This is an optimization exercise on Yosys and OpenROAD, whose aim is small area, a short achievable clock period and few clock cycles, not a production implementation.
No functional check of the RTL was part of any run shown here.
Power figures rest on the tool's default switching activity, not on a simulated workload.

==> flow/design.v <==
module owd_core (
    input              clk,
    input              rst,
    input              start,
    input              cancel,
    input      [31:0]  sample_rate_hz,
    input              force_overdrive,
    input              channel_valid,
    input      [7:0]   channel,
    output reg         cur_valid,
    output reg [1:0]   cur_cmd,
    output reg [31:0]  cur_n,
    input              cur_ack,
    input      [63:0]  cur_sample,
    input              cur_level,
    input              cur_eos,
    output             snk_valid,
    output     [180:0] snk_data,
    output             idle,
    output             busy,
    output             halted,
    output reg [1:0]   halt_reason,
    output     [7:0]   chan
);
    localparam [31:0] MIN_SAMPLE_RATE_HZ = 32'd2000000;
    localparam [1:0] CMD_QUERY = 2'd0, CMD_ADV_EDGE = 2'd1, CMD_PEEK_EDGE = 2'd2, CMD_ADV_BY = 2'd3;
    localparam [1:0] REC_FRAME = 2'd0, REC_COMMIT = 2'd1, REC_MARKER = 2'd2, REC_PROGRESS = 2'd3;
    localparam [2:0] MK_INVALID = 3'd0, MK_START = 3'd1, MK_DOWNARROW = 3'd2, MK_ZERO = 3'd3,
                     MK_ONE = 3'd4;
    localparam [1:0] LAYER_UNKNOWN = 2'd0, LAYER_DATA = 2'd1, LAYER_COMMAND = 2'd2,
                     LAYER_CRC = 2'd3;
    localparam [1:0] HR_NONE = 2'd0, HR_CANCELLED = 2'd1, HR_EOS = 2'd2, HR_CONFIG = 2'd3;
    localparam [4:0] S_IDLE = 5'd0,  S_HALT = 5'd1,  S_CFGE = 5'd2,  S_Q   = 5'd3,
                     S_M0   = 5'd4,  S_M1   = 5'd5,  S_M2   = 5'd6,  S_GAPF = 5'd7,
                     S_DISP = 5'd8,  S_RA   = 5'd9,  S_B    = 5'd10, S_C1  = 5'd11,
                     S_C2   = 5'd12, S_FR   = 5'd13, S_PR   = 5'd14, S_CX  = 5'd15,
                     S_FIX  = 5'd16, S_EFIX = 5'd17, S_RQ  = 5'd18, S_GQ  = 5'd19;
    reg [4:0]  ph;
    reg [7:0]  cfg_chan;
    reg [63:0] rise, fall, field_start;
    reg [47:0] acc;
    reg [5:0]  bits;
    reg [1:0]  layer;
    reg        unk;         
    reg        defer;       
    reg        warn;
    reg        h_lt10;      
    reg        h_gap;       
    reg        hacc;        
    reg        lvl;         
    reg        lazy;        
    reg        prog_rise;   
    reg        fr_done;
    reg        asm_pend, asm_bit;
    reg        c_rst, c_warn, c_gtchk, c_gtsp;
    reg [15:0] t10;
    reg [1:0]  t40lo;
    reg [15:0] t15;
    reg        t30lo;
    reg [3:0]  t480lo;
    reg [18:0] t88;
    reg [20:0] t380;
    wire [22:0] t1000 = acc[22:0];
    wire [16:0] t30  = {t15, t30lo};
    wire [17:0] t40  = {t10, t40lo};
    wire [20:0] t480 = {t15, t30lo, t480lo};
    reg [5:0]  tstep;
    wire [12:0] tQ   = acc[12:0];
    wire [19:0] tR   = acc[32:13];
    wire [22:0] tqb  = field_start[22:0];
    wire [19:0] trem = field_start[42:23];
    reg        rv;
    reg [1:0]  rtype;
    reg [1:0]  rbase;       
    reg [2:0]  rmk;
    reg        rfd;         
    reg        rfr;         
    assign idle   = (ph == S_IDLE);
    assign halted = (ph == S_HALT);
    assign busy   = !idle && !halted;
    assign chan   = cfg_chan;
    wire thr_ready = (tstep == 6'd50);
    reg        te_div, te_first, te_b;
    reg [3:0]  te_wr;       
    always @(*) begin
        te_div = 1'b0; te_first = 1'b0; te_b = 1'b0; te_wr = 4'd0;
        case (tstep)
            6'd0, 6'd1, 6'd2, 6'd3, 6'd4, 6'd5, 6'd6, 6'd7, 6'd8, 6'd9, 6'd10, 6'd11, 6'd12:
                te_div = 1'b1;
            6'd13: te_wr = 4'd1;
            6'd14: te_b = 1'b1;
            6'd15: ;
            6'd16: te_wr = 4'd2;
            6'd17: ;
            6'd18: begin te_wr = 4'd5; te_first = 1'b1; te_b = 1'b1; end
            6'd19, 6'd20: te_b = 1'b1;
            6'd21: te_wr = 4'd3;
            6'd22: te_wr = 4'd4;
            6'd23, 6'd24, 6'd25: ;
            6'd26: begin te_wr = 4'd8; te_first = 1'b1; end
            6'd27, 6'd28: te_b = 1'b1;
            6'd29, 6'd30, 6'd31: ;
            6'd32: begin te_wr = 4'd6; te_first = 1'b1; end
            6'd33, 6'd34, 6'd35, 6'd36, 6'd37: te_b = 1'b1;
            6'd38, 6'd39: ;
            6'd40: begin te_wr = 4'd7; te_first = 1'b1; te_b = 1'b1; end
            6'd41, 6'd42, 6'd43: te_b = 1'b1;
            6'd44: ;
            6'd45: te_b = 1'b1;
            6'd46, 6'd47, 6'd48: ;
            6'd49: te_wr = 4'd9;
            default: ;
        endcase
    end
    wire [3:0]  te_bitidx  = 4'd12 - tstep[3:0];
    wire        te_ratebit = sample_rate_hz[te_bitidx];
    wire [19:0] te_sr  = te_first ? tR : trem;
    wire [22:0] te_sq  = te_first ? {10'd0, tQ} : tqb;
    wire [19:0] te_add = te_div ? {19'd0, te_ratebit} : (te_b ? tR : 20'd0);
    wire [21:0] te_t0  = {1'b0, te_sr, 1'b0} + {2'd0, te_add};
    wire        te_c2  = (te_t0 >= 22'd2000000);
    wire        te_c1  = (te_t0 >= 22'd1000000);
    wire [21:0] te_rm  = te_t0 - (te_c2 ? 22'd2000000 : te_c1 ? 22'd1000000 : 22'd0);
    wire [19:0] te_rn  = te_rm[19:0];
    wire [1:0]  te_cn  = {te_c2, te_c1 & !te_c2};
    wire [22:0] te_qn  = {te_sq[21:0], 1'b0} + {21'd0, te_cn} +
                         ((!te_div && te_b) ? {10'd0, tQ} : 23'd0);
    wire [63:0] sb      = (ph == S_M1) ? rise : fall;
    wire [39:0] sb_hi_p1 = sb[63:24] + 40'd1;
    wire        d_eq0   = (cur_sample[63:24] == sb[63:24]);
    wire        d_eq1   = (cur_sample[63:24] == sb_hi_p1);
    wire [23:0] cur_lo  = cur_sample[23:0];
    wire [23:0] sb_lo   = sb[23:0];
    function lt24;
        input [23:0] a, b;
        reg [31:0] l0, e0;
        reg [15:0] l1, e1;
        reg [7:0]  l2, e2;
        reg [3:0]  l3, e3;
        reg [1:0]  l4, e4;
        integer i;
        begin
            l0 = {8'd0, ~a & b};
            e0 = {8'hFF, ~(a ^ b)};
            for (i = 0; i < 16; i = i + 1) begin
                l1[i] = l0[2*i+1] | (e0[2*i+1] & l0[2*i]);
                e1[i] = e0[2*i+1] & e0[2*i];
            end
            for (i = 0; i < 8; i = i + 1) begin
                l2[i] = l1[2*i+1] | (e1[2*i+1] & l1[2*i]);
                e2[i] = e1[2*i+1] & e1[2*i];
            end
            for (i = 0; i < 4; i = i + 1) begin
                l3[i] = l2[2*i+1] | (e2[2*i+1] & l2[2*i]);
                e3[i] = e2[2*i+1] & e2[2*i];
            end
            for (i = 0; i < 2; i = i + 1) begin
                l4[i] = l3[2*i+1] | (e3[2*i+1] & l3[2*i]);
                e4[i] = e3[2*i+1] & e3[2*i];
            end
            lt24 = l4[1] | (e4[1] & l4[0]);
        end
    endfunction
    wire d_bw    = lt24(cur_lo, sb_lo);
    wire d_small = d_bw ? d_eq1 : d_eq0;
    function below;
        input [23:0] c, s, t;
        input        k2;
        input        bw;
        reg   [25:0] x, y, z, sm, cy, a, b;
        reg   [23:0] g0, p0;
        reg   [11:0] g1, p1;
        reg   [5:0]  g2, p2;
        reg   [2:0]  g3, p3;
        reg          c24, c25, u24, u25;
        integer i;
        begin
            x  = {2'b00, c};
            y  = {2'b11, ~s};
            z  = {2'b11, ~t};
            sm = x ^ y ^ z;
            cy = (x & y) | (x & z) | (y & z);
            a  = sm;
            b  = {cy[24:0], k2};
            g0 = a[23:0] & b[23:0];
            p0 = a[23:0] | b[23:0];
            g0[0] = p0[0];
            for (i = 0; i < 12; i = i + 1) begin
                g1[i] = g0[2*i+1] | (p0[2*i+1] & g0[2*i]);
                p1[i] = p0[2*i+1] & p0[2*i];
            end
            for (i = 0; i < 6; i = i + 1) begin
                g2[i] = g1[2*i+1] | (p1[2*i+1] & g1[2*i]);
                p2[i] = p1[2*i+1] & p1[2*i];
            end
            for (i = 0; i < 3; i = i + 1) begin
                g3[i] = g2[2*i+1] | (p2[2*i+1] & g2[2*i]);
                p3[i] = p2[2*i+1] & p2[2*i];
            end
            c24 = g3[2] | (p3[2] & (g3[1] | (p3[1] & g3[0])));
            u24 = a[24] ^ b[24] ^ c24;
            c25 = (a[24] & b[24]) | ((a[24] | b[24]) & c24);
            u25 = a[25] ^ b[25] ^ c25;
            below = bw ? (u25 & ~u24) : u25;
        end
    endfunction
    wire dd_lt10   = d_small &&  below(cur_lo, sb_lo, {8'd0, t10},   1'b1, d_bw);
    wire [22:0] tb_sel  = (ph == S_M1) ? t1000 : (ph == S_RQ) ? {2'd0, t480} : {2'd0, t380};
    wire        b_below = below(cur_lo, sb_lo, {1'b0, tb_sel}, (ph == S_RQ), d_bw);
    wire dd_gt1000 = !d_small || !b_below;
    wire dd_gt15   = !d_small || !below(cur_lo, sb_lo, {8'd0, t15},   1'b0, d_bw);
    wire dd_gt30   = !d_small || !below(cur_lo, sb_lo, {7'd0, t30},   1'b0, d_bw);
    wire dd_gt40   = !d_small || !below(cur_lo, sb_lo, {6'd0, t40},   1'b0, d_bw);
    wire dd_lt88   = d_small &&  below(cur_lo, sb_lo, {5'd0, t88},   1'b1, d_bw);
    wire dd_gt380  = !d_small || !b_below;
    wire dd_lt480  = d_small && b_below;
    wire x_gh   = !defer && h_lt10;
    wire x_gl   = !defer && dd_lt10;
    wire x_rst  = dd_gt380 || (force_overdrive && dd_gt40 && dd_lt88);
    wire x_warn = dd_gt380;      
    reg [5:0] layer_width;
    always @(*) begin
        case (layer)
            LAYER_DATA:    layer_width = 6'd16;
            LAYER_COMMAND: layer_width = 6'd48;
            default:       layer_width = 6'd8;
        endcase
    end
    wire asm_full = (bits + 6'd1 == layer_width);
    wire asm_on   = (layer != LAYER_UNKNOWN);
    wire [4:0] asm_next = !asm_on ? S_PR : asm_full ? S_FR : S_PR;
    always @(*) begin
        cur_valid = 1'b0;
        cur_cmd   = CMD_ADV_EDGE;
        cur_n     = 32'd0;
        case (ph)
            S_Q, S_GQ, S_RA: begin cur_valid = 1'b1; cur_cmd = CMD_QUERY; end
            S_M0, S_RQ: cur_valid = 1'b1;
            S_M1:   cur_valid = thr_ready;
            S_M2:   begin cur_valid = 1'b1; cur_cmd = CMD_PEEK_EDGE; end
            S_B, S_FIX: begin cur_valid = 1'b1; cur_cmd = CMD_ADV_BY; cur_n = {15'd0, t30}; end
            S_C1, S_EFIX: begin cur_valid = 1'b1; cur_cmd = CMD_ADV_BY; cur_n = {16'd0, t15}; end
            S_C2:   begin cur_valid = 1'b1; cur_cmd = CMD_ADV_BY; cur_n = {16'd0, t15} + {31'd0, t30lo}; end
            default: ;
        endcase
    end
    wire ack = cur_valid && cur_ack;
    wire [63:0] s_samp   = (rbase == 2'd1) ? rise : (rbase == 2'd2) ? field_start : fall;
    wire        r_frame  = (rtype == REC_FRAME);
    wire        r_marker = (rtype == REC_MARKER);
    wire        r_commit = (rtype == REC_COMMIT);
    assign snk_valid         = rv;
    assign snk_data[1:0]     = rtype;
    assign snk_data[65:2]    = r_commit ? 64'd0 : s_samp;
    assign snk_data[68:66]   = r_marker ? rmk : r_frame ? rise[2:0] : 3'd0;
    assign snk_data[129:69]  = r_frame ? rise[63:3] : 61'd0;
    assign snk_data[131:130] = rfd ? layer : 2'd0;
    assign snk_data[179:132] = rfd ? acc : 48'd0;
    assign snk_data[180]     = rfr & warn;
    wire m2_ok   = (ph == S_M2) && ack && !cur_eos;
    wire do_disp = (m2_ok && !x_gh && !x_gl && !unk) || (ph == S_DISP);
    wire f_rst   = (ph == S_DISP) ? c_rst   : x_rst;
    wire f_warn  = (ph == S_DISP) ? c_warn  : x_warn;
    wire f_gtchk = (ph == S_DISP) ? c_gtchk : dd_gt15;
    wire f_gtsp  = (ph == S_DISP) ? c_gtsp  : dd_gt30;
    wire [24:0] fsp_lo  = {1'b0, fall[23:0]} + {8'd0, t30};
    wire [63:0] fall_sp = {fsp_lo[24] ? sb_hi_p1 : fall[63:24], fsp_lo[23:0]};
    always @(posedge clk) begin
        if (rst) begin
            ph          <= S_IDLE;
            halt_reason <= HR_NONE;
            cfg_chan    <= 8'd0;
            rv          <= 1'b0;
        end else begin
            rv  <= 1'b0;
            rfd <= 1'b0;
            rfr <= 1'b0;
            if (!thr_ready) begin
                tstep <= tstep + 6'd1;
                field_start[42:0] <= {te_rn, te_qn};
                case (te_wr)
                    4'd1: acc[32:0] <= {trem, tqb[12:0]};
                    4'd2: t10    <= tqb[15:0];
                    4'd3: t15    <= tqb[15:0];
                    4'd4: t30lo  <= tqb[0];
                    4'd5: t40lo  <= tqb[1:0];
                    4'd6: t88    <= tqb[18:0];
                    4'd7: t380   <= tqb[20:0];
                    4'd8: t480lo <= tqb[3:0];
                    4'd9: acc[22:0] <= tqb[22:0];
                    default: ;
                endcase
            end
            if (asm_pend) begin
                asm_pend <= 1'b0;
                if (asm_on) begin
                    if (asm_bit)
                        acc[bits] <= 1'b1;
                    bits <= bits + 6'd1;
                end
            end
            if ((ph == S_M2) && ack && (bits == 6'd0))
                field_start <= fall;
            if (ack && cur_eos) begin
                if (ph == S_B) begin
                    ph <= S_EFIX;
                end else begin
                    halt_reason <= HR_EOS;
                    ph          <= S_HALT;
                end
            end else begin
                case (ph)
                    S_IDLE: begin
                        if (start) begin
                            if (sample_rate_hz < MIN_SAMPLE_RATE_HZ || !channel_valid) begin
                                halt_reason <= HR_CONFIG;
                                ph          <= S_CFGE;
                            end else begin
                                cfg_chan    <= channel;
                                halt_reason <= HR_NONE;
                                layer       <= LAYER_UNKNOWN;
                                bits        <= 6'd0;
                                unk         <= 1'b1;
                                defer       <= 1'b0;
                                hacc        <= 1'b0;
                                lazy        <= 1'b0;
                                fr_done     <= 1'b0;
                                asm_pend    <= 1'b0;
                                tstep       <= 6'd0;
                                field_start[42:0] <= {1'b0, sample_rate_hz[31:13], 23'd0};
                                ph          <= S_Q;
                            end
                        end
                    end
                    S_CFGE: ph <= S_HALT;
                    S_Q: if (ack) begin
                        rise <= cur_sample;
                        lvl  <= cur_level;
                        ph   <= cur_level ? S_M1 : S_M0;
                    end
                    S_M0: if (ack) begin
                        if (!hacc)
                            rise <= cur_sample;
                        hacc <= 1'b0;
                        lazy <= 1'b0;
                        ph   <= S_M1;
                    end
                    S_M1: if (ack) begin
                        fall   <= cur_sample;
                        h_lt10 <= dd_lt10;
                        h_gap  <= dd_gt1000;
                        ph     <= S_M2;
                    end
                    S_M2: if (ack) begin
                        fall <= fall_sp;
                        if (!x_gl)
                            rise <= cur_sample;
                        if (x_gh || x_gl) begin
                            rmk   <= MK_INVALID;
                            hacc  <= !x_gh;
                            ph    <= S_GQ;
                        end else begin
                            defer   <= 1'b0;
                            c_rst   <= x_rst;
                            c_warn  <= x_warn;
                            c_gtchk <= dd_gt15;
                            c_gtsp  <= dd_gt30;
                            if (unk) begin
                                rmk   <= h_gap ? MK_START : MK_DOWNARROW;
                                ph    <= S_GQ;
                            end
                        end
                    end
                    S_GQ: if (ack) begin
                        fall  <= cur_sample;
                        rv    <= 1'b1;
                        rtype <= REC_MARKER;
                        rbase <= 2'd0;
                        ph    <= !unk ? S_M0 : (rmk == MK_START) ? S_GAPF :
                                 (rmk == MK_DOWNARROW) ? S_DISP : S_M0;
                    end
                    S_RQ: if (ack) begin
                        warn   <= warn && dd_lt480;
                        rv     <= 1'b1;
                        rtype  <= REC_FRAME;
                        rbase  <= 2'd0;
                        rfr    <= 1'b1;
                        layer  <= LAYER_DATA;
                        bits   <= 6'd0;
                        acc    <= 48'd0;
                        unk    <= 1'b0;
                        defer  <= 1'b1;
                        lvl       <= 1'b1;
                        prog_rise <= 1'b1;
                        ph        <= S_PR;
                    end
                    S_GAPF: begin
                        rv    <= 1'b1;
                        rtype <= REC_COMMIT;
                        layer <= LAYER_DATA;
                        bits  <= 6'd0;
                        acc   <= 48'd0;
                        unk   <= 1'b0;
                        ph    <= S_DISP;
                    end
                    S_RA: if (ack) begin
                        fall <= cur_sample;
                        ph   <= S_RQ;
                    end
                    S_B, S_C2: if (ack) begin
                        fall      <= cur_sample;
                        rv        <= 1'b1;
                        rtype     <= REC_MARKER;
                        rbase     <= 2'd0;
                        rmk       <= cur_level ? MK_ONE : MK_ZERO;
                        lvl       <= cur_level;
                        prog_rise <= 1'b0;
                        asm_pend  <= 1'b1;
                        asm_bit   <= cur_level;
                        ph        <= asm_next;
                    end
                    S_C1: if (ack) begin
                        fall <= cur_sample;
                        if (cur_level) begin
                            rv        <= 1'b1;
                            rtype     <= REC_MARKER;
                            rbase     <= 2'd0;
                            rmk       <= MK_INVALID;
                            lvl       <= 1'b1;
                            prog_rise <= 1'b0;
                            ph        <= S_PR;
                        end else begin
                            ph <= S_C2;
                        end
                    end
                    S_FR: begin
                        rv      <= 1'b1;
                        rtype   <= REC_FRAME;
                        rbase   <= 2'd2;
                        rfd     <= 1'b1;
                        fr_done <= 1'b1;
                        ph      <= S_PR;
                    end
                    S_PR: begin
                        rv    <= 1'b1;
                        rtype <= REC_PROGRESS;
                        rbase <= prog_rise ? 2'd1 : 2'd0;
                        if (fr_done) begin
                            fr_done <= 1'b0;
                            bits    <= 6'd0;
                            acc     <= 48'd0;
                            layer   <= (layer == LAYER_DATA) ? LAYER_COMMAND : LAYER_CRC;
                        end
                        if (cancel)
                            ph <= lazy ? S_FIX : S_CX;
                        else
                            ph <= lvl ? S_M1 : S_M0;
                    end
                    S_CX: begin
                        halt_reason <= HR_CANCELLED;
                        ph          <= S_HALT;
                    end
                    S_FIX: if (ack) begin
                        halt_reason <= HR_CANCELLED;
                        ph          <= S_HALT;
                    end
                    S_EFIX: if (ack) begin
                        halt_reason <= HR_EOS;
                        ph          <= S_HALT;
                    end
                    default: ;  
                endcase
                if (do_disp) begin
                    if (f_rst) begin
                        rv     <= 1'b1;
                        rtype  <= REC_COMMIT;
                        warn   <= f_warn;
                        ph     <= (ph == S_DISP) ? S_RQ : S_RA;
                    end else if (f_gtsp) begin
                        if (ph == S_DISP)
                            fall  <= fall_sp;
                        rv        <= 1'b1;
                        rtype     <= REC_MARKER;
                        rbase     <= 2'd0;
                        rmk       <= MK_ZERO;
                        lvl       <= 1'b0;
                        prog_rise <= 1'b0;
                        lazy      <= 1'b1;
                        asm_pend  <= 1'b1;
                        asm_bit   <= 1'b0;
                        ph        <= asm_next;
                    end else if (f_gtchk) begin
                        ph <= S_B;
                    end else begin
                        ph <= S_C1;
                    end
                end
            end
        end
    end
endmodule
==> flow/run.sh <==
#!/bin/bash
# synth_recipe.tcl (not shown) runs the flow's synth.tcl, then flattens the netlist and writes it again
# the make line also repeats each setting of config.mk as NAME=value (left out here)
make -C /OpenROAD-flow-scripts/flow DESIGN_CONFIG=/design/flow/config.mk WORK_HOME=/design/flow/orfs CLKGATE_MAP_FILE= SYNTH_SCRIPT=/design/flow/synth_recipe.tcl finish
==> flow/config.mk <==
export PLATFORM = sky130hd
export DESIGN_NAME = owd_core
export DESIGN_NICKNAME = owd_core
export VERILOG_FILES = /design/flow/design.v
export SDC_FILE = /design/flow/constraint.sdc
export NUM_CORES = 4
export LEC_CHECK = 0
export ABC_CLOCK_PERIOD_IN_PS = 3500
export CAP_MARGIN = 30
export CORE_MARGIN = 2
export CORE_UTILIZATION = 55
export SETUP_SLACK_MARGIN = 5
export SLEW_MARGIN = 30
export TNS_END_PERCENT = 10
==> flow/constraint.sdc <==
create_clock -name core_clock -period 12.0 [get_ports {clk}]
set_input_delay 2.4000 -clock core_clock [delete_from_list [all_inputs] [get_ports {clk}]]
set_output_delay 2.4000 -clock core_clock [all_outputs]
set_load 0.01 [all_outputs]
==> results.txt, run 1 <==
Most common cell on crit path nor2_1; Die ar. about 64,000 um2; grt ovf 0; Die X ~250 um; Yosys reg bits 381; Finish-stage setup viols 0; hold slack final between 0.4 and 0.5 ns; GRT busiest layer met1; post-synthesis cell area 34,120 um2; synthesis warning total 1; Seq/Total Area, Yosys roughly a third; max frequency between 0.1 and 0.15 GHz; CTS clk-pin slew, worst paths about 0.060 ns; clock latency on the worst-skew pair around 0.62 ns; Initial DRC Count between 4k and 5k; core box area approximately 60,000 um2; number of CTS-inserted buffers between 40 and 50; clock sinks 381; row count a little over 90; vias per cell 6.807; area leader, netlist edfxtp_1; die height between 200 and 300 um; Crit. Startpoint cur_sample[14]; CP max stage cell clkdlybuf4s50_1; IO Count ~340; dpl hpwl between 100,000 and 150,000 um; Clock Root Buffer clkbuf_16; CP arrival approximately 7.4 ns; Via Count 33.98k; Reg-to-Reg Start ph[4]$_SDFFE_PP0P_; Top FF cell, synth edfxtp_1; CP bufs+invs 2; ANT nets after route 0; final hold vios 0; met2 Track Usage GR 60.23%; Power Density between 150 and 200 nW/um2; final WL 138,100 um; crit end category flip-flop; min-delay worst type reg2reg; ranking of synthesized cells by area edfxtp_1 32%, fa_1 6.5%, nand2_1 5.8%; distinct cell type count after synthesis between 100 and 150; M3 GR Usage about 9.9%; Layout area overhead 18.36%; final cell count without fillers ~5k; Pre-Repair DR Iteration Count 6; number of flops mapped to enable cells by yosys between 300 and 400; P_leak roughly 0.015 uW; worst setup path endpoint rmk[1]$_DFFE_PP_; Final Cycle Share between 50% and 60%; CTS H-Tree Depth 2; critical path peak fanout 12; GR Util met1 around three fifths; Gate Count Post-Synth 3,922; min Tclk post-route around 7 ns; Inst Count DP between 4k and 5k; normalized max-slew margin 29.68%; Final Util about two thirds; status no timing/DRC/antenna violations; Final TNS setup 0 ns; CTS Hold Bufs 0; first-pass GRT wire length a little over 200,000 um; largest net degree at the start of global routing 65; most frequent cell after synthesis nand2_1; DP Area approximately 38,000 um2; worst r2r dst rmk[1]$_DFFE_PP_; Total Nets Final approximately 4.5k; critical path data required time 12.37 ns; Yosys top cell area share a little under a third; kind of critical path in2reg; Initial Utilization a little under three fifths; CTS max path bufs 3; share of flip-flops with an asynchronous set or reset 0%; Crit path max-delay family compound AO/OA/AOI/OAI gates; Setup Skew about 0.016 ns; CP Depth 16; total track usage between 40% and 50%; fraction of layout cells with a size suffix above 1 under 10%; design area just over 40,000 um2; syn avg cell area around 8.7 um2; number of global-route vias before repair 31.12k; Avg WL per Cell 27.66 um; Startpoint Class input pin; R2R setup slack a little over 5 ns; worst vdd ir between 0.2 and 0.25 mV; initial antenna violation count 8; Max stage delay on crit path just under 0.6 ns; # port buffers ~330; Worst-Margin Slew around 1.1 ns; CP Cell Sequence clkdlybuf4s50_1 -> clkinvlp_4 -> ha_1 -> a211oi_1 -> o21ai_0 -> o21ba_2 -> nor3_4 -> nor2_1 -> nor2_1 -> a221o_1 -> nor4_1 -> o211ai_1 -> nand3_1 -> o22ai_1 -> and2_4 -> a211o_1; leading post-synthesis cells by instance count 523 x nand2_1, 358 x edfxtp_1, 299 x a21oi_1; DRC viols 0; RSZ-0062 raised after global routing yes; GP Congestion ~1.0; Max-cap violations 0; TritonCTS clock tree built; Pins Over Slew Limit 0; Worst Reg-to-Reg Cells 21
==> power breakdown <==
part	leakage, uW	internal (uW)	switching (uW)
logic	0.0105	1610	2230
clock network	0.000754	831	636
registers	0.00359	1780	352
==> repair_timing <==
action | in CTS | in global routing
pin swaps | 5 | 18
setup buffers | 4 | 28
gates cloned | 2 | 2
setup endpoints to repair | 105 | 87
resized for setup | 40 | 61
==> sequential cells by signal, summed over array words and instances, names as in the netlist, 8 cells and up <==
| name | cells |
|---|---|
| cfg_chan | 8 |
| rise | 64 |
| t380 | 21 |
| field_start | 64 |
| fall | 64 |
| acc | 48 |
| t10 | 16 |
| t15 | 16 |
| t88 | 19 |
==> worst min-delay path by stage <==
stage                             start                         to  slack, ns  depth (start not counted)
6_report       cfg_chan[5]$_SDFFE_PP0P_   cfg_chan[5]$_SDFFE_PP0P_       0.46                          2
5_1_grt        cfg_chan[1]$_SDFFE_PP0P_   cfg_chan[1]$_SDFFE_PP0P_       0.48                          2
4_1_cts        cfg_chan[7]$_SDFFE_PP0P_   cfg_chan[7]$_SDFFE_PP0P_       0.46                          2
3_5_place_dp   cfg_chan[2]$_SDFFE_PP0P_   cfg_chan[2]$_SDFFE_PP0P_       0.45                          2
3_3_place_gp   cfg_chan[2]$_SDFFE_PP0P_   cfg_chan[2]$_SDFFE_PP0P_       0.44                          2
2_1_floorplan        fall[44]$_DFFE_PP_  field_start[44]$_DFFE_PP_       0.42                          0
==> kinds of logic (layout without fill, tap and decap cells) <==
| group | after synthesis | after routing | share of synthesized area (%) |
|---|---|---|---|
| fa+ha+maj | 278 | 278 | 12.25 |
| mux | 108 | 108 | 3.458 |
| xor+xnor | 166 | 166 | 4.261 |
| simple gates | 1429 | 1430 | 20.34 |
| compound gates | 1111 | 1111 | 21.48 |
| flops | 381 | 381 | 32.86 |
| buf+inv | 448 | 710 | 5.339 |
| other cells | 1 | 18 | 0.01099 |
==> layer usage <==
metal | part of all wire, % | vias up
li1 | - | 14900
met1 | 40 | 16210
met2 | 41 | 2505
met3 | 14 | 354
met4 | 4.3 | 10
met5 | 0.048 | -
==> cell type report <==
type	instances	area, um2
Fill cell	5183	21100
Clock inverter	32	252.7
Timing Repair Buffer	426	4175
Antenna cell	3	7.507
Tap cell	790	988.4
Clock buffer	56	1284
Inverter	196	769.5
Multi-Input combinational cell	3108	21690
Sequential cell	381	11210
==> cell usage in the layout, fill, tap and decap left out, types with 55 or more instances in the layout <==
cell and instances:
nand2_1 518, edfxtp_1 358, clkdlybuf4s50_1 322, a21oi_1 293, nor2_1 263, o21ai_0 189
inv_1 187, and2_1 163, a22oi_1 138, ha_1 114, fa_1 111, xnor2_1 105
nor3_1 90, nand3_1 90, buf_4 88, mux2i_1 65, a31oi_1 63, xor2_1 55
==> tightest hold or removal path, stage by stage (launching register included) <==
cell and delay [ns]:
dfxtp_1 0.31, nand2_1 0.05, a21oi_1 0.05
==> stage by stage <==
stage          setup slack, ns  total power [uW]
6_report                 5.022              7441
5_1_grt                  4.888              7827
4_1_cts                  4.902              7187
3_5_place_dp             3.715              5643
3_3_place_gp             3.599              5604
2_1_floorplan            4.687              4447
==> run 2, diff against run 1 <==
--- a/flow/config.mk
+++ b/flow/config.mk
@@ -11,4 +11,3 @@
 export CORE_UTILIZATION = 55
 export SETUP_SLACK_MARGIN = 5
 export SLEW_MARGIN = 30
-export TNS_END_PERCENT = 10
==> run 2 against run 1 <==
Compared with the run above: still clean on timing, DRC and antenna; design area is 0.11% lower; global-route usage is 0.81 points lower; clock-buffer cell count is 5 lower; final cell count is 0.10% lower.
==> results.txt, run 2 <==
CTS Hold Bufs 0 (unchanged); worst vdd ir 0.1849 mV (-9.3%); met1 WL 55,860 um (+0.87%); critical path peak fanout 12 (unchanged); min-delay worst type reg2reg; Sw Ratio 43.23% (-0.069 points); share of flip-flops with an asynchronous set or reset 0% (unchanged); Avg WL per Cell 27.34 um (-1.1%); Startpoint Class input pin; status no timing/DRC/antenna violations; sequential power share 29.1% (+0.4 points); final hold vios 0 (unchanged); Via Count 33.89k (-0.27%); max frequency 0.1440 GHz (+0.50%); Yosys reg bits 381 (unchanged); most frequent cells in the layout 519 x nand2_1, 358 x edfxtp_1, 325 x clkdlybuf4s50_1; Worst-Margin Slew 1.051 ns (+0.0003957 ns); DRC viols 0 (unchanged); area leader, netlist edfxtp_1; critical path data required time 12.37 ns (about the same); number of CTS-inserted buffers 46 (-2.1%); row count 91 (unchanged); TritonCTS clock tree built; dpl hpwl 97,980 um (-2.6%); leading post-synthesis cells by instance count 523 x nand2_1, 358 x edfxtp_1, 299 x a21oi_1; P_leak 0.01477 uW (-0.49%); post-synthesis cell area 34,120 um2 (unchanged); largest registers fall: 64 flops, field_start: 64 flops, rise: 64 flops; met2 wire len 55,270 um (-3.2%); Psw 3181 uW (-1.3%); Power Internal 4177 uW (-1.0%); vias per cell 6.795 (-0.17%); clock latency on the worst-skew pair 0.62 ns (about the same); Layout area overhead 18.23%; Die ar. 64,050 um2 (unchanged); distinct cell type count after synthesis 108 (unchanged); grt ovf 0 (unchanged); Pre-Repair DR Iteration Count 9 (+3); number of flops mapped to enable cells by yosys 358 (unchanged); crit end category flip-flop; Top FF cell, synth edfxtp_1; Fill cells 5,234 (+0.98%); Gate Count Post-Synth 3,922 (unchanged); syn avg cell area 8.700 um2 (unchanged); Pins Over Slew Limit 0 (unchanged); total track usage 41.31% (-0.81 points); hold slack final 0.4540 ns (-0.003174 ns); ranking of synthesized cells by area edfxtp_1 32%, fa_1 6.5%, nand2_1 5.8%; Top Layer Used met5; Clk network pwr share 19.7% (about the same); final WL 136,400 um (-1.2%); initial antenna violation count 3 (-5); IO Count 343 (unchanged); core box area 61,480 um2 (unchanged); ANT nets after route 0 (unchanged); Yosys top cell area share 31.51% (unchanged); Final Cycle Share 57.86% (-0.29 points); first-pass GRT wire length 200,000 um (-1.2%); normalized max-slew margin 29.27% (-0.41 points); die height 253.1 um (unchanged); fraction of layout cells with a size suffix above 1 8.083% (-0.11 points); min Tclk post-route 6.943 ns (-0.03451 ns); CP arrival 7.31 ns (-0.04 ns); CTS clk-pin slew, worst paths 0.06 ns (about the same); CTS max path bufs 3 (unchanged); Die X 253.1 um (unchanged); # port buffers 327 (unchanged); RSZ-0062 raised after global routing no; Total Nets Final 4,496 (-0.067%); GP Congestion 0.9759 (-6.0%); Seq/Total Area, Yosys 32.86% (unchanged); Initial DRC Count 4,844 (-0.37%); CTS H-Tree Depth 2 (unchanged); largest net degree at the start of global routing 67 (+3.1%); Final TNS setup 0 ns (unchanged); metal3 WL 19,100 um (-2.2%); synthesis warning total 1 (unchanged); Finish-stage setup viols 0 (unchanged); kind of critical path in2reg; most common cell after layout, fill and taps aside nand2_1; Setup Skew 0.01877 ns (+0.002462 ns); Max-cap violations 0 (unchanged); Logic pwr share 51.2% (-0.4 points); Clock Root Buffer clkbuf_16; number of global-route vias before repair 30.97k (-0.48%); most frequent cell after synthesis nand2_1; Initial Utilization 55.50% (unchanged); Power Density 182.4 nW/um2 (-1.0%); clock sinks 381 (unchanged)
run 2: final timing paths:
check | startpoint | endpoint | slack (ns) | depth (start not counted)
hold / removal | cfg_chan[5]$_SDFFE_PP0P_ | cfg_chan[5]$_SDFFE_PP0P_ | 0.45 | 2
setup reg to reg | ph[4]$_SDFFE_PP0P_ | rmk[1]$_DFFE_PP_ | 5.17 | 21
setup / recovery | cur_sample[1] | rmk[1]$_DFFE_PP_ | 5.06 | 17
hold reg to reg | cfg_chan[5]$_SDFFE_PP0P_ | cfg_chan[5]$_SDFFE_PP0P_ | 0.45 | 2
run 2: routing by layer:
layer  track usage, %  up-vias
li1                 -    14880
met1            61.89    16150
met2            57.57     2508
met3            9.827      340
met4            14.89        2
met5                0        -
run 2: power groups by stage:
stage          clock network (uW)  registers (uW)  logic [uW]
5_1_grt                      1490            2150        4110
6_report                     1450            2140        3770
3_3_place_gp                    0            2140        3450
4_1_cts                      1450            2120        3560
3_5_place_dp                    0            2140        3470
2_1_floorplan                   0            1930        2520
run 2: logic make-up after synthesis:
logic type	Yosys count	synth area share, %
and+or+nand+nor	1429	20.34
other	1	0.01099
AOI/OAI and AO/OA	1111	21.48
buffers and inverters	448	5.339
adders and majority gates	278	12.25
DFF	381	32.86
xor gates and xnor gates	166	4.261
muxes	108	3.458
run 2: cell type report:
class	count	area (um2)	share of cell area [%]
antenna	3	7.507	0.01861
clock buffer	51	1170	2.900
clock inverter	34	329.1	0.8157
inverter	196	759.5	1.883
multi-input combinational	3107	21690	53.77
sequential	381	11210	27.80
tap	790	988.4	2.450
timing repair buffer	425	4182	10.37
run 2: timing repair:
action | in CTS | in global routing
setup endpoints to repair | 100 | 88
pin swaps | 5 | 26
setup buffers | 8 | 31
gates cloned | 2 | 2
resized for setup | 37 | 59
run 2: stage by stage:
step / power [uW] / instances / util (%) / area, um2 / worst slack [ns]
finish: 7358 / 4987 / 65.61 / 40340 / 5.057
global route: 7754 / 4985 / 65.61 / 40340 / 4.930
CTS: 7127 / 4951 / 64.68 / 39770 / 4.937
detailed placement: 5610 / 4856 / 61.74 / 37960 / 3.664
global placement: 5591 / 4854 / 61.67 / 37920 / 3.832
floorplan: 4452 / 3936 / - / 34210 / 5.051
run 2: worst max-delay path, stage by stage:
cell and delay [ns]:
clkdlybuf4s50_1 0.56, clkinvlp_4 0.26, fa_2 0.53, a21oi_1 0.14, o21ai_1 0.14, o21ai_0 0.20
maj3_1 0.20, nand2_1 0.06, maj3_1 0.38, maj3_1 0.37, maj3_1 0.45, a221oi_4 0.41
o211ai_1 0.35, nand3_2 0.22, o22ai_1 0.13, and2_4 0.23, a211o_1 0.28
==> run 3, diff against run 2 <==
==> flow/config.mk (replaced) <==
export PLATFORM = sky130hd
export DESIGN_NAME = owd_core
export DESIGN_NICKNAME = owd_core
export VERILOG_FILES = /design/flow/design.v
export SDC_FILE = /design/flow/constraint.sdc
export NUM_CORES = 4
export LEC_CHECK = 0
export CAP_MARGIN = 20
export CORE_MARGIN = 2
export CORE_UTILIZATION = 55
export SETUP_SLACK_MARGIN = 5
export SLEW_MARGIN = 20
==> run 3 against run 2 <==
Compared with the run above: synthesized area is the same; clock skew shrank 0.0021 ns; die area is the same; sequential power is essentially flat; clock power is essentially flat; critical path type unchanged; critical endpoint is now ph[0]$_SDFFE_PP0P_; largest cell class unchanged; highest routed layer is now met4.
==> results.txt, run 3 <==
status no timing/DRC/antenna violations; P_leak 0.01479 uW (+0.11%); initial antenna violation count 5 (+2); Avg WL per Cell 27.30 um (-0.15%); number of flops mapped to enable cells by yosys 358 (unchanged); xor/xnor share of the synthesized area 4.261% (unchanged); Yosys top cell area share 31.51% (unchanged); largest family of logic cells by synthesized area compound AO/OA/AOI/OAI gates; Setup Skew 0.01667 ns (-0.002103 ns); Power Density 183.3 nW/um2 (+0.50%); min-delay worst type reg2reg; Gate Count Post-Synth 3,922 (unchanged); post-synthesis cell area 34,120 um2 (unchanged); RSZ-0062 raised after global routing no; distinct cell type count after synthesis 108 (unchanged); ranking of synthesized cells by area edfxtp_1 32%, fa_1 6.5%, nand2_1 5.8%; grt ovf 0 (unchanged); most frequent cell after synthesis nand2_1; crit end category flip-flop; GP Congestion 0.9759 (unchanged); Via Count 33.90k (+0.047%); dpl hpwl 97,940 um (about the same); sequential cell area 11,210 um2 (unchanged); max frequency 0.1438 GHz (-0.15%); design area 40,370 um2 (about the same); area leader, netlist edfxtp_1; CTS max path bufs 3 (unchanged); first-pass GRT wire length 200,400 um (+0.20%); Final Cycle Share 57.95% (+0.089 points); area occupied by multi-input gates 21,670 um2 (-0.12%); number of global-route vias before repair 31.07k (+0.31%); post-synthesis mux area share 3.458% (unchanged); final cell count without fillers 4,990 (+0.060%); # port buffers 327 (unchanged); critical path peak fanout 7 (-5); Fill cells 5,214 (-0.38%); CP arrival 7.41 ns (+0.10 ns); kind of critical path in2reg; Final TNS setup 0 ns (unchanged); IO Count 343 (unchanged); number of CTS-inserted buffers 47 (+2.2%); syn avg cell area 8.700 um2 (unchanged); largest net degree at the start of global routing 67 (unchanged); CTS Hold Bufs 0 (unchanged); total track usage 41.38% (+0.075 points); Top FF cell, synth edfxtp_1; DP Area 37,920 um2 (-0.11%); Max-cap violations 0 (unchanged); fraction of layout cells with a size suffix above 1 8.173% (+0.090 points); Yosys reg bits 381 (unchanged); clock latency on the worst-skew pair 0.60 ns (-0.02 ns); most frequent cells in the layout 520 x nand2_1, 358 x edfxtp_1, 325 x clkdlybuf4s50_1; Die X 253.1 um (unchanged); row count 91 (unchanged); leading post-synthesis cells by instance count 523 x nand2_1, 358 x edfxtp_1, 299 x a21oi_1; Initial DRC Count 5,331 (+10%); DRC viols 0 (unchanged); most common cell after layout, fill and taps aside nand2_1; final WL 136,200 um (about the same); vias per cell 6.794 (about the same); final hold vios 0 (unchanged); clock sinks 381 (unchanged); Pins Over Slew Limit 0 (unchanged); critical path data required time 12.46 ns (+0.09 ns); Startpoint Class input pin; Total Nets Final 4,498 (+0.044%); Final Util 65.65% (about the same); complex-gate fraction of the synthesized area 21.48% (unchanged); Initial Utilization 55.50% (unchanged); share of flip-flops with an asynchronous set or reset 0% (unchanged); CTS H-Tree Depth 2 (unchanged); TritonCTS clock tree built; post-synthesis simple-gate area fraction 20.34% (unchanged); die height 253.1 um (unchanged); Die ar. 64,050 um2 (unchanged); normalized max-slew margin 20.10% (-9.2 points); largest registers fall: 64 flops, field_start: 64 flops, rise: 64 flops; Pre-Repair DR Iteration Count 10 (+1); Layout area overhead 18.30% (about the same); Inst Count DP 4,854 (-0.041%); total power 7399 uW (+0.56%); Seq/Total Area, Yosys 32.86% (unchanged); Clock Root Buffer clkbuf_16; synthesis warning total 1 (unchanged); min Tclk post-route 6.954 ns (+0.01068 ns); Finish-stage setup viols 0 (unchanged); Synth Area in Adders 12.25% (unchanged); CTS clk-pin slew, worst paths 0.06 ns (about the same); core box area 61,480 um2 (unchanged); ANT nets after route 0 (unchanged); worst vdd ir 0.1644 mV (-11%); Worst-Margin Slew 1.194 ns (+0.1429 ns)
run 3: cell types whose count changed in the layout (fill, tap and decap cells not counted), sizes merged:
| cell | delta |
|---|---|
| clkbuf | +11 |
| clkinv | -10 |
| clkinvlp | +2 |
| buf | +1 |
| inv | -1 |
run 3: area by class of cell:
class | instances | area share, %
Antenna cell | 3 | 0.01860
Clock inverter | 25 | 0.6540
Timing Repair Buffer | 426 | 10.34
Sequential cell | 381 | 27.78
Inverter | 196 | 1.891
Tap cell | 790 | 2.449
Clock buffer | 62 | 3.183
Multi-Input combinational cell | 3107 | 53.68
run 3: metal layers:
| metal | wire [um] | track usage, % |
|---|---|---|
| met1 | 55230 | 61.45 |
| met2 | 55910 | 58.34 |
| met3 | 19750 | 10.49 |
| met4 | 5332 | 13.85 |
| met5 | 0 | 0 |
run 3: path summary, 6_finish.rpt:
path / end / slack (ns) / cells after the start / startpoint
min: cfg_chan[2]$_SDFFE_PP0P_ / 0.45 / 2 / cfg_chan[2]$_SDFFE_PP0P_
min reg2reg: cfg_chan[2]$_SDFFE_PP0P_ / 0.45 / 2 / cfg_chan[2]$_SDFFE_PP0P_
max reg2reg: rmk[1]$_DFFE_PP_ / 5.19 / 20 / ph[4]$_SDFFE_PP0P_
max: ph[0]$_SDFFE_PP0P_ / 5.05 / 16 / cur_sample[1]
run 3: worst max-delay path, stage by stage:
cell             delay [ns]
clkdlybuf4s50_1        0.56
clkinvlp_4             0.27
fa_1                   0.52
maj3_1                 0.34
maj3_1                 0.37
maj3_1                 0.39
maj3_1                 0.41
a221o_1                0.27
a221oi_1               0.24
nor3_1                 0.14
or4_1                  0.52
o211ai_1               0.24
or3_1                  0.20
o32ai_1                0.12
a221oi_2               0.32
a221oi_2               0.09
run 3: cell families (layout without fill, tap and decap cells):
group | after synthesis | count (layout)
DFF | 381 | 381
other | 1 | 18
adders and majority gates | 278 | 278
xor gates and xnor gates | 166 | 166
buffers and inverters | 448 | 709
and+or+nand+nor | 1429 | 1429
AOI/OAI and AO/OA | 1111 | 1111
muxes | 108 | 108
run 3: report_power, final:
group	leakage, uW	internal [uW]	total [uW]	switching (uW)
Sequential	0.00359	1780	2140	360
Clock	0.000748	862	1480	617
Combinational	0.0105	1590	3780	2190
run 3: per-stage QoR:
| step | hold slack [ns] | worst slack (ns) |
|---|---|---|
| finish | 0.4524 | 5.046 |
| global route | 0.4726 | 4.915 |
| CTS | 0.4546 | 4.940 |
| detailed placement | 0.4474 | 3.685 |
| global placement | 0.4414 | 3.832 |
| floorplan | 0.4244 | 5.051 |
run 3: what timing repair did:
action / 4_1_cts / 5_1_grt
cloned: 2 / 2
buffers inserted: 10 / 31
resized for setup: 39 / 59
setup endpoints to repair: 100 / 100
pin swaps: 9 / 20
==> run 4, diff against run 3 <==
==> flow/config.mk (replaced) <==
export PLATFORM = sky130hd
export DESIGN_NAME = owd_core
export DESIGN_NICKNAME = owd_core
export VERILOG_FILES = /design/flow/design.v
export SDC_FILE = /design/flow/constraint.sdc
export NUM_CORES = 4
export LEC_CHECK = 0
export CAP_MARGIN = 25
export CORE_MARGIN = 2
export CORE_UTILIZATION = 60
export SETUP_SLACK_MARGIN = 5
export SLEW_MARGIN = 25
==> run 4 against run 3 <==
Compared with the run above: core utilization increased by 6.0 points; hold slack improved by 0.0064 ns; combinational power increased by 4%; non-clock buffer count decreased by 2; synthesized cell count unchanged; clock-buffer cell count decreased by 7; clock skew increased by 0.016 ns; register-to-register slack got worse by 0.16 ns; sequential power about the same; via count increased by 5.7%; design area decreased by 0.14%; critical path depth increased by 17; critical path type is now reg2reg; critical endpoint is now field_start[20]$_DFFE_PN_; largest cell class unchanged.
==> results.txt, run 4 <==
min-delay worst type reg2reg; Pins Over Slew Limit 0 (unchanged); Finish-stage setup viols 0 (unchanged); core box area 56,280 um2 (-8.5%); post-synthesis cell area 34,120 um2 (unchanged); total track usage 46.49% (+5.1 points); most frequent cell after synthesis nand2_1; crit end category flip-flop; Avg WL per Cell 28.78 um (+5.4%); Pre-Repair DR Iteration Count 16 (+6); Via Count 35.83k (+5.7%); area leader, netlist edfxtp_1; TritonCTS clock tree built; ANT nets after route 0 (unchanged); DRC viols 0 (unchanged); Startpoint Class flip-flop; Initial DRC Count 6,850 (+28%); row count 87 (-4.4%); final WL 142,500 um (+4.6%); kind of critical path reg2reg; GP Congestion 1.023 (+4.8%); Yosys reg bits 381 (unchanged); Max stage delay on crit path 0.42 ns (-0.14 ns); Gate Count Post-Synth 3,922 (unchanged); vias per cell 7.236 (+6.5%); Layout area overhead 18.14%; P_leak 0.01484 uW (+0.32%); share of flip-flops with an asynchronous set or reset 0% (unchanged); synthesis warning total 1 (unchanged); Total Nets Final 4,496 (-0.044%); CTS clk-pin slew, worst paths 0.06 ns (about the same); number of global-route vias before repair 33.55k (+8.0%); Worst-Margin Slew 1.171 ns (-0.02294 ns); first-pass GRT wire length 209,200 um (+4.4%); initial antenna violation count 3 (-2); normalized max-slew margin 21.20% (+1.1 points); CP max stage cell o311ai_4; number of flops mapped to enable cells by yosys 358 (unchanged); CP arrival 7.31 ns (-0.10 ns); CTS max path bufs 3 (unchanged); critical path peak fanout 13 (+6); design area 40,310 um2 (-0.14%); R2R setup slack 5.03 ns (-0.16 ns); Final Cycle Share 58.08% (+0.13 points); Clock Root Buffer clkbuf_16; leading post-synthesis cells by instance count 523 x nand2_1, 358 x edfxtp_1, 299 x a21oi_1; Final TNS setup 0 ns (unchanged); Seq/Total Area, Yosys 32.86% (unchanged); largest net degree at the start of global routing 70 (+4.5%); die height 242.5 um (-4.2%); RSZ-0062 raised after global routing yes; distinct cell type count after synthesis 108 (unchanged); Top FF cell, synth edfxtp_1; grt ovf 0 (unchanged); most common cell after layout, fill and taps aside nand2_1; min Tclk post-route 6.970 ns (+0.01587 ns); fraction of layout cells with a size suffix above 1 8.397% (+0.22 points); critical path data required time 12.34 ns (-0.12 ns); max frequency 0.1435 GHz (-0.23%); clock latency on the worst-skew pair 0.63 ns (+0.03 ns); clock sinks 381 (unchanged); number of CTS-inserted buffers 44 (-6.4%); Max-cap violations 0 (unchanged); Setup Skew 0.03221 ns (+0.01554 ns); CTS H-Tree Depth 2 (unchanged); worst vdd ir 0.2651 mV (+61%); Initial Utilization 60.63% (+5.1 points); Yosys top cell area share 31.51% (unchanged); dpl hpwl 102,000 um (+4.1%); IO Count 343 (unchanged); final hold vios 0 (unchanged); most frequent cells in the layout 519 x nand2_1, 358 x edfxtp_1, 319 x clkdlybuf4s50_1; # port buffers 327 (unchanged); status no timing/DRC/antenna violations; Die X 242.5 um (-4.2%); largest registers fall: 64 flops, field_start: 64 flops, rise: 64 flops; DP Area 37,880 um2 (-0.10%); ranking of synthesized cells by area edfxtp_1 32%, fa_1 6.5%, nand2_1 5.8%; Die ar. 58,790 um2 (-8.2%); Power Density 186.5 nW/um2 (+1.7%); syn avg cell area 8.700 um2 (unchanged)
## run 4: routing by layer
layer	wire (um)	global-route usage, %
met5	13	0
met4	9430	25.09
met3	23060	14.57
met2	58620	66.69
met1	51380	62.61
## run 4: worst paths after layout
path                                                from                        end  cells past startpoint
worst max register to register          te_first$_DFF_P_  field_start[20]$_DFFE_PN_                     33
worst max-delay path                    te_first$_DFF_P_  field_start[20]$_DFFE_PN_                     33
worst min-delay path            cfg_chan[0]$_SDFFE_PP0P_   cfg_chan[0]$_SDFFE_PP0P_                      2
worst min register to register  cfg_chan[0]$_SDFFE_PP0P_   cfg_chan[0]$_SDFFE_PP0P_                      2
## run 4: power breakdown
part / leakage [uW] / internal, uW / switching, uW / total [uW]
combinational: 0.0105 / 1600 / 2330 / 3920
clock: 0.000729 / 816 / 625 / 1440
sequential: 0.00359 / 1780 / 369 / 2150
total: 0.0148 / 4200 / 3320 / 7520
## run 4: logic make-up after synthesis
family          Yosys count  share of synthesized area (%)
flops                   381                          32.86
buf+inv                 448                          5.339
mux                     108                          3.458
simple gates           1429                          20.34
fa+ha+maj               278                          12.25
other cells               1                        0.01099
compound gates         1111                          21.48
xor+xnor                166                          4.261
## run 4: timing repair
| action | CTS | global route |
|---|---|---|
| cloned | 5 | 1 |
| pin swaps | 10 | 21 |
| endpoints found under the setup margin | 109 | 91 |
| hold buffers | 0 | 0 |
| setup buffers | 13 | 26 |
| resized for setup | 52 | 67 |
## run 4: critical path: cells and delay by family (launching register included)
family                   cells  cell delay [ns]
AO/OA/AOI/OAI               16             3.58
adder cells (fa/ha/maj)      4             0.82
AND/OR/NAND/NOR              6             0.74
buffers and inverters        4             0.52
flip-flops                   1             0.40
multiplexers                 1             0.34
XOR/XNOR                     2             0.29
## run 4: area by class of cell
type,count,area (um2)
well taps,756,945.9
clock inverters,26,290.3
diodes,4,10.01
fillers,4138,15970
clock buffers,55,1192
repair buffers,424,4128
inverters,196,770.7
flip-flops and latches,381,11210
multi-input cells,3110,21760
## run 4: stage by stage
| step | hold WS [ns] | setup WS [ns] | utilization [%] | instances | power [uW] |
|---|---|---|---|---|---|
| final | 0.4588 | 5.030 | 71.63 | 4952 | 7517 |
| after global routing | 0.4819 | 4.911 | 71.61 | 4949 | 7811 |
| after CTS | 0.4620 | 4.907 | 70.67 | 4919 | 7190 |
| after detailed placement | 0.4457 | 3.353 | 67.31 | 4820 | 5658 |
| after global placement | 0.4427 | 3.478 | 67.25 | 4819 | 5551 |
| after floorplan | 0.4244 | 5.051 | - | 3936 | 4452 |
==> run 5, diff against run 4 <==
--- a/flow/design.v
+++ b/flow/design.v
@@ -255,7 +255,9 @@
     assign snk_data[68:66]   = r_marker ? rmk : r_frame ? rise[2:0] : 3'd0;
     assign snk_data[129:69]  = r_frame ? rise[63:3] : 61'd0;
     assign snk_data[131:130] = rfd ? layer : 2'd0;
-    assign snk_data[179:132] = rfd ? acc : 48'd0;
+    wire [47:0] fval = (layer == LAYER_DATA)    ? {32'd0, acc[47:32]} :
+                       (layer == LAYER_COMMAND) ? acc : {40'd0, acc[47:40]};
+    assign snk_data[179:132] = rfd ? fval : 48'd0;
     assign snk_data[180]     = rfr & warn;
     wire m2_ok   = (ph == S_M2) && ack && !cur_eos;
     wire do_disp = (m2_ok && !x_gh && !x_gl && !unk) || (ph == S_DISP);
@@ -294,8 +296,7 @@
             if (asm_pend) begin
                 asm_pend <= 1'b0;
                 if (asm_on) begin
-                    if (asm_bit)
-                        acc[bits] <= 1'b1;
+                    acc  <= {asm_bit, acc[47:1]};
                     bits <= bits + 6'd1;
                 end
             end
==> flow/config.mk (replaced) <==
export PLATFORM = sky130hd
export DESIGN_NAME = owd_core
export DESIGN_NICKNAME = owd_core
export VERILOG_FILES = /design/flow/design.v
export SDC_FILE = /design/flow/constraint.sdc
export NUM_CORES = 4
export LEC_CHECK = 0
export CAP_MARGIN = 30
export CORE_MARGIN = 2
export CORE_UTILIZATION = 45
export SETUP_SLACK_MARGIN = 5
export SLEW_MARGIN = 30
==> run 5 against run 4 <==
Compared with the run above: still clean on timing, DRC and antenna; final cell count is 5.8% higher; register-to-register slack better by 0.11 ns; clock power is 6% higher; first-iteration DRC count is 41% lower; via count is 5.6% lower; wire length is 3.6% higher; clock skew is 0.012 ns lower; design area is 2.5% higher; sequential power is 5% higher; sequential share of layout area is 0.68 points lower; flip-flop and latch count stayed put; critical endpoint is now rmk[1]$_DFFE_PP_.
==> results.txt, run 5 <==
Avg WL per Cell 28.17 um (-2.1%); critical path data required time 12.37 ns (+0.03 ns); share of flip-flops with an asynchronous set or reset 0% (unchanged); Initial Utilization 45.62% (-15 points); Setup Skew 0.02046 ns (-0.01175 ns); Logic pwr share 55.5% (+3.3 points); Via Count 33.81k (-5.6%); ranking of synthesized cells by area edfxtp_1 31%, fa_1 6.5%, nand2_1 5.7%; grt ovf 0 (unchanged); Total Nets Final 4,564 (+1.5%); Final TNS setup 0 ns (unchanged); DRC viols 0 (unchanged); Pre-Repair DR Iteration Count 6 (-10); CTS Hold Bufs 0 (unchanged); largest registers fall: 64 flops, field_start: 64 flops, rise: 64 flops; Top FF cell, synth edfxtp_1; Crit path max-delay family simple AND/OR/NAND/NOR gates; number of flops mapped to enable cells by yosys 358 (unchanged); RSZ-0062 raised after global routing yes; vias per cell 6.454 (-11%); die height 279.4 um (+15%); core box area 74,820 um2 (+33%); GP Congestion 0.9815 (-4.1%); final hold vios 0 (unchanged); clock latency on the worst-skew pair 0.62 ns (about the same); syn avg cell area 8.668 um2 (-0.37%); post-synthesis cell area 34,140 um2 (about the same); CTS H-Tree Depth 2 (unchanged); min Tclk post-route 6.870 ns (-0.09942 ns); design area 41,330 um2 (+2.5%); distinct cell type count after synthesis 101 (-6.5%); number of global-route vias before repair 31.47k (-6.2%); Yosys top cell area share 31.49% (about the same); P_leak 0.01527 uW (+2.9%); Die X 279.4 um (+15%); CP arrival 7.24 ns (-0.07 ns); TritonCTS clock tree built; Finish-stage setup viols 0 (unchanged); Power Density 205.7 nW/um2 (+10%); Final Cycle Share 57.25% (-0.83 points); critical path peak fanout 16 (+3); row count 100 (+15%); CP Cell Sequence clkdlybuf4s50_1 -> inv_1 -> ha_1 -> nand2_1 -> o21ai_2 -> a211oi_2 -> buf_4 -> and4_1 -> a31oi_1 -> nand4_1 -> or4_1 -> or4_4 -> nor3_4 -> nand4b_1 -> mux2i_2 -> nor3_4 -> buf_12 -> or3_1; worst vdd ir 0.1516 mV (-43%); Most common cell on crit path nor3_4; CTS clk-pin slew, worst paths 0.06 ns (about the same); Power Internal 4749 uW (+13%); initial antenna violation count 9 (+6); largest net degree at the start of global routing 65 (-7.1%); Gate Count Post-Synth 3,938 (+0.41%); Startpoint Class input pin; ANT nets after route 0 (unchanged); leading post-synthesis cells by instance count 515 x nand2_1, 358 x edfxtp_1, 324 x a21oi_1; most frequent cell after synthesis nand2_1; Seq/Total Area, Yosys 32.84% (about the same); min-delay worst type reg2reg; kind of critical path in2reg; dpl hpwl 106,500 um (+4.4%); most common cell after layout, fill and taps aside nand2_1; Initial DRC Count 4,060 (-41%); Max-cap violations 0 (unchanged); number of CTS-inserted buffers 48 (+9.1%); Layout area overhead 21.07%; DP Area 38,380 um2 (+1.3%); clock sinks 381 (unchanged); Max stage delay on crit path 0.56 ns (+0.14 ns); total track usage 36.73% (-9.8 points); CP bufs+invs 4 (unchanged); first-pass GRT wire length 214,700 um (+2.6%); status no timing/DRC/antenna violations; fraction of layout cells with a size suffix above 1 10.17% (+1.8 points); Fill cells 6,966 (+68%); Psw 3753 uW (+13%); final WL 147,600 um (+3.6%); Worst-Margin Slew 1.029 ns (-0.1424 ns); synthesis warning total 1 (unchanged); IO Count 343 (unchanged); Sw Ratio 44.15% (about the same); CP max stage cell clkdlybuf4s50_1; most frequent cells in the layout 513 x nand2_1, 358 x edfxtp_1, 318 x a21oi_1; Pins Over Slew Limit 0 (unchanged); crit end category flip-flop; Clk network pwr share 18.0% (-1.2 points); Yosys reg bits 381 (unchanged); max frequency 0.1456 GHz (+1.4%); Die ar. 78,080 um2 (+33%); sequential power share 26.5% (-2.1 points); area leader, netlist edfxtp_1; Clock Root Buffer clkbuf_16; CTS max path bufs 3 (unchanged); normalized max-slew margin 31.20% (+10 points); # port buffers 327 (unchanged)
## run 5: cell types whose count changed in the layout (fill, tap and decap cells not counted), moves of 14 or more
| cell | change |
|---|---|
| buf_4 | +42 |
| a21oi_1 | +27 |
| o21ai_0 | +35 |
| mux2i_1 | +28 |
| nor4_1 | -20 |
| nand3_1 | -14 |
| a31oi_1 | -28 |
| xnor2_1 | -19 |
| a211oi_1 | +33 |
| nor3_1 | -15 |
## run 5: path summary, 6_finish.rpt
| kind | from | to | slack (ns) | cells after the start |
|---|---|---|---|---|
| setup / recovery | cur_sample[19] | rmk[1]$_DFFE_PP_ | 5.13 | 18 |
| hold / removal | cfg_chan[5]$_SDFFE_PP0P_ | cfg_chan[5]$_SDFFE_PP0P_ | 0.46 | 2 |
| setup reg to reg | te_first$_DFF_P_ | field_start[15]$_DFFE_PN_ | 5.14 | 33 |
| hold reg to reg | cfg_chan[5]$_SDFFE_PP0P_ | cfg_chan[5]$_SDFFE_PP0P_ | 0.46 | 2 |
## run 5: timing repair
action                     CTS  global route
buffers inserted            37            36
gates cloned                 5             0
resized for setup           93            84
setup endpoints to repair  111            96
pin swaps                   22            27
## run 5: area by class of cell
cell class              count  area [um2]  share of cell area [%]
multi-input cells        3133       22000                   53.23
flip-flops and latches    381       11210                   27.14
repair buffers            471        4517                   10.93
clock buffers              61        1331                   3.221
well taps                 969        1212                   2.934
inverters                 192       755.7                   1.829
clock inverters            28       285.3                  0.6903
diodes                      4       10.01                 0.02422
## run 5: cell families (layout without fill, tap and decap cells)
kind of cell / count (synthesis) / after routing / synth area share (%)
xor gates and xnor gates: 152 / 152 / 3.944
buffers and inverters: 440 / 752 / 5.124
adders and majority gates: 268 / 268 / 11.94
other: 1 / 19 / 0.01099
and+or+nand+nor: 1400 / 1402 / 19.91
AOI/OAI and AO/OA: 1160 / 1160 / 21.96
muxes: 136 / 136 / 4.267
DFF: 381 / 381 / 32.84
## run 5: layer usage
metal / track usage, % / wire [um] / vias to the layer above
li1: - / - / 15040
met1: 55.28 / 65340 / 16620
met2: 53.52 / 62350 / 1934
met3: 6.981 / 15950 / 219
met4: 10.08 / 3894 / 6
met5: 0 / 37 / -
## run 5: stage by stage
stage	power [uW]	worst slack, ns	utilization, %	hold WS [ns]	instances
after floorplan	5035	5.033	-	0.4244	3952
after global placement	6525	3.344	51.27	0.4424	5067
after detailed placement	6525	3.152	51.29	0.4477	5067
after CTS	8273	5.002	54.44	0.4561	5198
after global routing	8983	4.889	55.23	0.4842	5237
final	8502	5.130	55.23	0.4555	5239
## run 5: worst reg2reg max path: cells and delay by family, from the launching register on
| kind | cells | cell delay (ns) |
|---|---|---|
| AO/OA/AOI/OAI | 17 | 2.72 |
| buffers and inverters | 6 | 0.78 |
| adder cells (fa/ha/maj) | 4 | 1.45 |
| AND/OR/NAND/NOR | 5 | 0.88 |
| multiplexers | 1 | 0.36 |
| flip-flops | 1 | 0.40 |
## run 5: power by group through the flow
stage	Sequential, uW	Combinational, uW	Clock, uW
after floorplan	2020	3010	0
after global routing	2270	5130	1580
after CTS	2230	4500	1540
after detailed placement	2260	4270	0
after global placement	2260	4270	0
final	2250	4720	1530
==> run 6, diff against run 5 <==
--- a/flow/config.mk
+++ b/flow/config.mk
@@ -5,8 +5,9 @@
 export SDC_FILE = /design/flow/constraint.sdc
 export NUM_CORES = 4
 export LEC_CHECK = 0
+export ABC_CLOCK_PERIOD_IN_PS = 3500
 export CAP_MARGIN = 30
 export CORE_MARGIN = 2
-export CORE_UTILIZATION = 45
+export CORE_UTILIZATION = 55
 export SETUP_SLACK_MARGIN = 5
 export SLEW_MARGIN = 30
==> run 6 against run 5 <==
Compared with the run above: global-route usage is 5.2 points higher; total power decreased by 2.1%; clock skew about the same; design area decreased by 0.83%; synthesized cell count unchanged; sequential power is essentially flat; clock power decreased by 9.8%; core utilization rose by 11 points; die area fell by 18%; combinational power about the same; critical endpoint is now ph[0]$_SDFFE_PP0P_; maximum frequency decreased by 0.77%; register-to-register slack better by 0.03 ns.
==> results.txt, run 6 <==
Avg WL per Cell 27.40 um (-2.7%); final cell count without fillers 5,064 (-3.3%); largest net degree at the start of global routing 72 (+11%); Pre-Repair DR Iteration Count 8 (+2); clock latency on the worst-skew pair 0.61 ns (about the same); final WL 138,800 um (-6.0%); die height 253.1 um (-9.4%); initial antenna violation count 5 (-4); Layout area overhead 20.06%; IO Count 343 (unchanged); fraction of layout cells with a size suffix above 1 10.26% (+0.082 points); total power 8322 uW (-2.1%); worst vdd ir 0.1949 mV (+29%); Total Nets Final 4,573 (+0.20%); final hold vios 0 (unchanged); CTS max path bufs 3 (unchanged); Clock Root Buffer clkbuf_16; area leader, netlist edfxtp_1; status no timing/DRC/antenna violations; RSZ-0062 raised after global routing yes; Fill cells 5,154 (-26%); Finish-stage setup viols 0 (unchanged); Startpoint Class input pin; DP Area 38,190 um2 (-0.49%); CTS Hold Bufs 0 (unchanged); CTS H-Tree Depth 2 (unchanged); Final TNS setup 0 ns (unchanged); ranking of synthesized cells by area edfxtp_1 31%, fa_1 6.5%, nand2_1 5.7%; P_leak 0.01520 uW (-0.49%); Top FF cell, synth edfxtp_1; post-synthesis cell area 34,140 um2 (unchanged); Initial Utilization 55.52% (+9.9 points); Seq/Total Area, Yosys 32.84% (unchanged); Max stage delay on crit path 0.48 ns (-0.08 ns); CP max stage cell fa_1; Inst Count DP 4,892 (-3.5%); Pins Over Slew Limit 0 (unchanged); most frequent cell after synthesis nand2_1; dpl hpwl 99,270 um (-6.7%); TritonCTS clock tree built; post-route setup slack 5.077 ns (-0.05302 ns); number of CTS-inserted buffers 46 (-4.2%); most common cell after layout, fill and taps aside nand2_1; most frequent cells in the layout 515 x nand2_1, 358 x edfxtp_1, 314 x a21oi_1; # port buffers 327 (unchanged); largest registers fall: 64 flops, field_start: 64 flops, rise: 64 flops; first-pass GRT wire length 202,200 um (-5.8%); Crit path max-delay family adder cells; min-delay worst type reg2reg; leading post-synthesis cells by instance count 515 x nand2_1, 358 x edfxtp_1, 324 x a21oi_1; Final Cycle Share 57.69% (+0.44 points); number of flops mapped to enable cells by yosys 358 (unchanged); CP arrival 7.39 ns (+0.15 ns); kind of critical path in2reg; Setup Skew 0.02062 ns (+0.0001654 ns); Yosys top cell area share 31.49% (unchanged); Worst-Margin Slew 1.058 ns (+0.02920 ns); Power Density 203.1 nW/um2 (-1.3%); core box area 61,480 um2 (-18%); normalized max-slew margin 29.04% (-2.2 points); Most common cell on crit path maj3_1; sequential cell area 11,210 um2 (unchanged); ANT nets after route 0 (unchanged); Yosys reg bits 381 (unchanged); CTS clk-pin slew, worst paths 0.07 ns (about the same); CP Cell Sequence clkdlybuf4s15_1 -> clkinvlp_4 -> buf_4 -> fa_1 -> maj3_1 -> maj3_1 -> maj3_1 -> maj3_1 -> maj3_1 -> maj3_1 -> maj3_1 -> o21ai_0 -> maj3_1 -> a221o_1 -> a211o_1 -> o21ai_0 -> nand3_1 -> a311oi_1; Gate Count Post-Synth 3,938 (unchanged); total track usage 41.94% (+5.2 points); clock sinks 381 (unchanged); number of global-route vias before repair 31.51k (+0.11%); DRC viols 0 (unchanged); row count 91 (-9.0%); vias per cell 6.803 (+5.4%); GP Congestion 0.9930 (+1.2%); Initial DRC Count 5,095 (+25%); grt ovf 0 (unchanged); synthesis warning total 1 (unchanged); syn avg cell area 8.668 um2 (unchanged); pre-CTS setup slack 3.100 ns (-0.05174 ns); Via Count 34.45k (+1.9%); min Tclk post-route 6.923 ns (+0.05302 ns); Max-cap violations 0 (unchanged); Die ar. 64,070 um2 (-18%); Die X 253.1 um (-9.4%); area occupied by multi-input gates 22,010 um2 (about the same); max frequency 0.1444 GHz (-0.77%); distinct cell type count after synthesis 101 (unchanged); design area 40,980 um2 (-0.83%); share of flip-flops with an asynchronous set or reset 0% (unchanged); crit end category flip-flop; CP bufs+invs 3 (-1); critical path peak fanout 3 (-13); critical path data required time 12.47 ns (+0.10 ns)
-- run 6: path summary, 6_finish.rpt --
path | to | cells past startpoint | slack [ns] | start
worst min register to register | cfg_chan[6]$_SDFFE_PP0P_ | 2 | 0.45 | cfg_chan[6]$_SDFFE_PP0P_
worst max register to register | rmk[1]$_DFFE_PP_ | 21 | 5.17 | ph[1]$_SDFFE_PP0P_
worst min-delay path | cfg_chan[6]$_SDFFE_PP0P_ | 2 | 0.45 | cfg_chan[6]$_SDFFE_PP0P_
worst max-delay path | ph[0]$_SDFFE_PP0P_ | 18 | 5.08 | cur_sample[1]
-- run 6: power breakdown --
group | internal (uW) | switching (uW)
sequential | 1830 | 402
combinational | 2020 | 2680
clock | 759 | 622
-- run 6: cell type report --
| class | instances | share of cell area (%) |
|---|---|---|
| multi-input combinational | 3133 | 53.71 |
| sequential | 381 | 27.36 |
| timing repair buffer | 482 | 11.15 |
| clock buffer | 52 | 2.916 |
| tap | 790 | 2.412 |
| inverter | 192 | 1.887 |
| clock inverter | 31 | 0.5465 |
| antenna | 3 | 0.01832 |
-- run 6: kinds of logic (layout without fill, tap and decap cells) --
group / Yosys count / after routing / synth area share, %
AND/OR/NAND/NOR: 1400 / 1402 / 19.91
AO/OA/AOI/OAI: 1160 / 1160 / 21.96
buffers and inverters: 440 / 757 / 5.124
flip-flops: 381 / 381 / 32.84
adder cells (fa/ha/maj): 268 / 268 / 11.94
XOR/XNOR: 152 / 152 / 3.944
multiplexers: 136 / 136 / 4.267
other: 1 / 18 / 0.01099
-- run 6: worst register-to-register path, delay by kind of cell, from the launching register on --
family          cells  cell delay, ns
compound gates      3            0.92
fa+ha+maj           1            0.30
buf+inv             4            0.86
flops               1            0.30
mux                 2            0.53
simple gates       11            3.67
-- run 6: what timing repair did --
action | in CTS | in global routing
cloned | 5 | 0
buffers inserted | 33 | 48
pin swaps | 21 | 32
gates resized for setup | 80 | 94
endpoints found under the setup margin | 111 | 95
hold endpoints to repair | 0 | 0
-- run 6: per-stage QoR --
stage                     hold slack [ns]  utilization (%)
after floorplan                    0.4244                -
after global placement             0.4416            62.04
after detailed placement           0.4458            62.11
after CTS                          0.4539            65.47
after global routing               0.4757            66.66
final                              0.4528            66.66
-- run 6: layer usage --
| metal | vias to the layer above | routed length [um] | GRT usage (%) |
|---|---|---|---|
| met2 | 2560 | 57920 | 59.87 |
| met3 | 312 | 20080 | 11.29 |
| met5 | - | 0 | 0 |
| met4 | 0 | 4816 | 14.07 |
| li1 | 15060 | - | - |
| met1 | 16520 | 55940 | 61.20 |

[static timing again, ports no longer ideal]
The results above use ideal ports. As a check the final layouts listed here were re-extracted and re-timed, cells and wires unchanged.
Step 1, drivers: a clkbuf_16 drives clk and a buf_2 each remaining input, both assumed.
Step 2 also shifts input and output timing later by t, the mid clock arrival at the registers, as if the neighbouring blocks saw the same clock.
Three values: no drivers, after step 1, after step 2; two values: the first two.
run | shift t [ns] | setup slack, ns
run 1 | 0.677 | 5.022 / 5.060 / 4.384
run 2 | 0.675 | 5.057 / 5.092 / 4.417
run 3 | 0.662 | 5.046 / 4.995 / 4.421
run 4 | 0.676 | 5.030 / 5.030 / 4.429
run 5 | 0.681 | 5.130 / 5.142 / 4.493
run 6 | 0.664 | 5.077 / 5.101 / 4.437
After both steps setup and hold are still met in every run listed.
